From an optimization exercise on the open Yosys and OpenROAD flow, aimed at small area, a short achievable clock period and few clock cycles per item; shortcuts taken in it are not production practice. Function was checked by simulation only, so behaviour that the tests miss may differ from the original.

fjord:
==> flow/design.v (excerpt) <==
module ft8_textcodec (
    input  wire        clk,
    input  wire        rst,
    input  wire        start,
    input  wire [1:0]  op,
    input  wire [90:0] din,
    output wire        ready,
    output reg         done,
    output reg         ok,
    output reg         crc_ok,
    output reg  [90:0] dout
);
make LEC_CHECK=0 ABC_CLOCK_PERIOD_IN_PS=13000 CAP_MARGIN=20 CORE_MARGIN=2 CORE_UTILIZATION=55 SLEW_MARGIN=20 SYNTH_HIERARCHICAL=1 finish   # period 58.0 ns
run.sh (not shown) runs the stock make flow with config.mk's settings and CLKGATE_MAP_FILE= SYNTH_SCRIPT=/design/flow/synth_recipe.tcl, a recipe that flattens the netlist after the stock synthesis.
Testbench counts of fjord, summed over its fixed seeds: cycles 5,372, items 3,200.
The inputs of raven differ from those of fjord as listed below.
--- a/flow/design.v
+++ b/flow/design.v
@@ -4,23 +4,23 @@
     input  wire        start,
     input  wire [1:0]  op,
     input  wire [90:0] din,
     output wire        ready,
     output reg         done,
     output reg         ok,
     output reg         crc_ok,
     output reg  [90:0] dout
 );
     localparam integer KS = 12;                
     localparam integer NU = 2;                
-    localparam integer NR = 3;                
+    localparam integer NR = 2;                
     localparam integer NC = (71 + KS - 1) / KS;  
     localparam integer W  = NC * KS;             
     localparam [13:0] CRC_POLY  = 14'h2757;
     localparam [70:0] F71_LIMIT = 71'd1283997101947010102272;
     function [13:0] mulx(input [13:0] v);
         mulx = {v[12:0], 1'b0} ^ (v[13] ? CRC_POLY : 14'd0);
     endfunction
     function [13:0] divx(input [13:0] v);
         divx = v[0] ? ({1'b1, 13'd0} | ((v ^ CRC_POLY) >> 1)) : (v >> 1);
     endfunction
     function [13:0] xpow(input integer n);
@@ -30,22 +30,23 @@
             for (i = 0; i < n; i = i + 1) xpow = mulx(xpow);
         end
     endfunction
     localparam [13:0] C_FWD = xpow(25);        
     localparam [13:0] C_REV = xpow(24 + W);    
     integer i;
     genvar  e, s, j;
     reg         bv;        
     reg  [1:0]  bop;
     reg  [90:0] bdin;
     reg         rdy;
+    reg  [NC-1:0] dpipe;   
     wire [NU-1:0] ubusy, ulast, ufin, ubusy_n, ulast_n, go_u;
     wire [NR-1:0] rbusy, rlast, rfin, rbusy_n, rlast_n, go_r;
     wire [NU-1:0] ufree = ~ubusy | ulast;      
     wire [NR-1:0] rfree = ~rbusy | rlast;
     wire to_u = (bop == 2'd1);
     generate
         for (e = 0; e < NU; e = e + 1) begin : gu
             if (e == 0) assign go_u[e] = bv & to_u & ufree[e];
             else        assign go_u[e] = bv & to_u & ufree[e] & ~|ufree[e-1:0];
         end
         for (e = 0; e < NR; e = e + 1) begin : gr
@@ -270,29 +271,31 @@
                 rres = rres | r_dout[i];
                 rok  = rok  | r_ok[i];
                 rcrc = rcrc | r_crc[i];
             end
     end
     wire       bv_n  = accept | (bv & ~disp);
     wire [1:0] bop_n = accept ? op : bop;
     wire       rdy_n = ~bv_n | ((bop_n == 2'd1) ? |(~ubusy_n | ulast_n)
                                                 : |(~rbusy_n | rlast_n));
     always @(posedge clk) begin
         if (rst) begin
-            bv   <= 1'b0;
-            rdy  <= 1'b1;
-            done <= 1'b0;
+            bv    <= 1'b0;
+            rdy   <= 1'b1;
+            dpipe <= {NC{1'b0}};
+            done  <= 1'b0;
         end else begin
-            bv   <= bv_n;
-            rdy  <= rdy_n;
-            done <= |ufin | |rfin;
+            bv    <= bv_n;
+            rdy   <= rdy_n;
+            dpipe <= {dpipe[NC-2:0], disp};
+            done  <= dpipe[NC-1];         
         end
         if (accept) begin
             bop  <= op;
             bdin <= din;
         end
         dout   <= ({91{uok}} & text) | rres;
         ok     <= uok | rok;
         crc_ok <= ucrc | rcrc;
     end
 endmodule
 module ft8_ccode (input wire [6:0] c, output wire [12:0] q);
--- outcome ---
- fjord → raven: count of TritonRoute iterations in the first routing pass lost 4; shortest clock period the worst path allows after layout lost 0.44 ns; synthesized cell count lost 3972; initial antenna violation count lost 26.
- Delta (raven minus fjord): synthesis-to-layout area growth shows no meaningful change, final sequential cell count shrank by 241.
- raven: full flow OK, the timing, design-rule and antenna checks passed
- raven ended up with ok as its endpoint of the most critical setup path; fjord ended up with done.
Testbench counts of raven, summed over its fixed seeds: cycles 6,845, items 3,200.


ft8_textcodec, a different RTL version from the one above (not shown whole).
Size in the first run: roughly 18000 cells after synthesis, roughly 190 I/O pins, ~0.14 mm2 of cells after synthesis.
clock: 58.0 ns
lec_check: 0
abc_clock_period_in_ps: 13000
cap_margin: 20
core_margin: 2
core_utilization: 55
slew_margin: 20
synth_hierarchical: 1
Testbench counts at the start, summed over its fixed seeds: cycles 6,845, items 3,200.
Edit:
--- a/flow/design.v
+++ b/flow/design.v
@@ -9,13 +9,13 @@
     output reg         ok,
     output reg         crc_ok,
     output reg  [90:0] dout
 );
     localparam integer KS = 12;                
     localparam integer NU = 2;                
-    localparam integer NR = 2;                
+    localparam integer NR = 3;                
     localparam integer NC = (71 + KS - 1) / KS;  
     localparam integer W  = NC * KS;             
     localparam [13:0] CRC_POLY  = 14'h2757;
     localparam [70:0] F71_LIMIT = 71'd1283997101947010102272;
     function [13:0] mulx(input [13:0] v);
         mulx = {v[12:0], 1'b0} ^ (v[13] ? CRC_POLY : 14'd0);
@@ -35,12 +35,13 @@
     integer i;
     genvar  e, s, j;
     reg         bv;        
     reg  [1:0]  bop;
     reg  [90:0] bdin;
     reg         rdy;
+    reg  [NC-1:0] dpipe;   
     wire [NU-1:0] ubusy, ulast, ufin, ubusy_n, ulast_n, go_u;
     wire [NR-1:0] rbusy, rlast, rfin, rbusy_n, rlast_n, go_r;
     wire [NU-1:0] ufree = ~ubusy | ulast;      
     wire [NR-1:0] rfree = ~rbusy | rlast;
     wire to_u = (bop == 2'd1);
     generate
@@ -275,19 +276,21 @@
     wire       bv_n  = accept | (bv & ~disp);
     wire [1:0] bop_n = accept ? op : bop;
     wire       rdy_n = ~bv_n | ((bop_n == 2'd1) ? |(~ubusy_n | ulast_n)
                                                 : |(~rbusy_n | rlast_n));
     always @(posedge clk) begin
         if (rst) begin
-            bv   <= 1'b0;
-            rdy  <= 1'b1;
-            done <= 1'b0;
+            bv    <= 1'b0;
+            rdy   <= 1'b1;
+            dpipe <= {NC{1'b0}};
+            done  <= 1'b0;
         end else begin
-            bv   <= bv_n;
-            rdy  <= rdy_n;
-            done <= |ufin | |rfin;
+            bv    <= bv_n;
+            rdy   <= rdy_n;
+            dpipe <= {dpipe[NC-2:0], disp};
+            done  <= dpipe[NC-1];         
         end
         if (accept) begin
             bop  <= op;
             bdin <= din;
         end
         dout   <= ({91{uok}} & text) | rres;
What happened: The changed run passed the timing, design-rule and antenna checks; core utilization hardly moves; final area rose by 24%; sequential share of layout area falls by 0.14 points; global-route usage shrinks by 0.75 points; die area rose by 24%; critical path depth does not change; synthesized area went up by 24%; register-to-register slack is better by 0.64 ns; maximum frequency is higher by 1.0%.
Testbench counts after the change, summed over its fixed seeds: cycles 5,372, items 3,200.


## job 3641
Another version of the RTL of ft8_textcodec (not shown whole).
For scale: about 30000 cells after synthesis, about 190 I/O pins.
clock: 58.0 ns
lec_check: 0
abc_clock_period_in_ps: 13000
cap_margin: 20
core_margin: 2
core_utilization: 55
slew_margin: 20
synth_hierarchical: 1
Testbench counts of job 3641, summed over its fixed seeds: cycles 3,939, items 3,200.
Here is what was changed in the inputs of job 6377 compared with job 3641.
--- a/flow/design.v
+++ b/flow/design.v
@@ -32,18 +32,19 @@
     endfunction
     localparam [13:0] C_FWD = xpow(25);        
     localparam [13:0] C_REV = xpow(24 + W);    
     integer i;
     genvar  e, s, j;
     reg         bv;        
     reg  [1:0]  bop;
     reg  [90:0] bdin;
     reg         rdy;
+    reg  [NC-1:0] dpipe;   
     wire [NU-1:0] ubusy, ulast, ufin, ubusy_n, ulast_n, go_u;
     wire [NR-1:0] rbusy, rlast, rfin, rbusy_n, rlast_n, go_r;
     wire [NU-1:0] ufree = ~ubusy | ulast;      
     wire [NR-1:0] rfree = ~rbusy | rlast;
     wire to_u = (bop == 2'd1);
     generate
         for (e = 0; e < NU; e = e + 1) begin : gu
             if (e == 0) assign go_u[e] = bv & to_u & ufree[e];
             else        assign go_u[e] = bv & to_u & ufree[e] & ~|ufree[e-1:0];
@@ -272,25 +273,27 @@
                 rcrc = rcrc | r_crc[i];
             end
     end
     wire       bv_n  = accept | (bv & ~disp);
     wire [1:0] bop_n = accept ? op : bop;
     wire       rdy_n = ~bv_n | ((bop_n == 2'd1) ? |(~ubusy_n | ulast_n)
                                                 : |(~rbusy_n | rlast_n));
     always @(posedge clk) begin
         if (rst) begin
-            bv   <= 1'b0;
-            rdy  <= 1'b1;
-            done <= 1'b0;
+            bv    <= 1'b0;
+            rdy   <= 1'b1;
+            dpipe <= {NC{1'b0}};
+            done  <= 1'b0;
         end else begin
-            bv   <= bv_n;
-            rdy  <= rdy_n;
-            done <= |ufin | |rfin;
+            bv    <= bv_n;
+            rdy   <= rdy_n;
+            dpipe <= {dpipe[NC-2:0], disp};
+            done  <= dpipe[NC-1];         
         end
         if (accept) begin
             bop  <= op;
             bdin <= din;
         end
         dout   <= ({91{uok}} & text) | rres;
         ok     <= uok | rok;
         crc_ok <= ucrc | rcrc;
     end
Findings:
- | met1 track demand over resource in global routing | job 3641 vs job 6377 | ≈ equal |
- The multi-input gate share of total cell area on job 6377 is in line with that on job 3641.
- [compare] base=job 3641 new=job 6377: maximum clock frequency went up; global-route usage did not really move.
- Compared job 6377 against job 3641; hold violation total from the final report within noise.
- Area added between synthesis and finish of job 6377 is on par with job 3641.
- Re number of cells produced by synthesis: job 3641 was higher than job 6377.
- NOTE: number of sequential storage elements in job 6377 exceeds that of job 3641
- Job 3641 → job 6377: highest net fanout along the worst path held steady, non-filler instance count after layout shrank by 209.
- From job 3641 to job 6377 the numbers moved as follows: non-clock buffer count rose 23; clock buffer and inverter area fraction after layout essentially unchanged; die area went down by 0.41%.
Testbench counts of job 6377, summed over its fixed seeds: cycles 3,939, items 3,200.

separate check: timing with driven ports:
Ports are ideal in the flow. The routed layouts listed here were re-timed in OpenROAD.
Step 1 (the two cells are an assumption about what drives the block):
set clk [get_ports {clk}]
set_driving_cell -lib_cell sky130_fd_sc_hd__clkbuf_16 $clk
set_driving_cell -lib_cell sky130_fd_sc_hd__buf_2 [delete_from_list [all_inputs] $clk]
Step 2 also shifts input and output timing later by t, the mid clock arrival at the registers, as if the neighbouring blocks saw the same clock.
Three values: no drivers, after step 1, after step 2; two values: the first two.
| run | t (ns) | setup slack, ns | hold WS [ns] | worst register clock-pin slew, ns | worst slew at a driven data input, ns |
|---|---|---|---|---|---|
| fjord | 0.990 | 44.230 / 44.126 / 44.634 | 0.346 / 0.346 / 0.346 | 0.07 / 0.07 | 0.05 |
| raven | 0.919 | 44.673 / 44.574 / 44.303 | 0.335 / 0.335 / 0.335 | 0.07 / 0.07 | 0.08 |
| the first run of note 2 | 0.923 | 44.364 / 44.259 / 44.230 | 0.351 / 0.351 / 0.351 | 0.07 / 0.07 | 0.07 |
| the second run of note 2 | 0.965 | 44.501 / 44.395 / 44.121 | 0.329 / 0.329 / 0.329 | 0.08 / 0.08 | 0.05 |
| job 3641 | 1.050 | 44.314 / 44.195 / 43.795 | 0.275 / 0.275 / 0.275 | 0.07 / 0.07 | 0.06 |
| job 6377 | 1.055 | 44.537 / 44.416 / 44.209 | 0.339 / 0.339 / 0.339 | 0.07 / 0.07 | 0.07 |
After both steps setup and hold are still met in every run listed. The setup slack of job 3641, which loses most, moves by -0.119 ns with the drivers and by -0.519 ns with both steps.
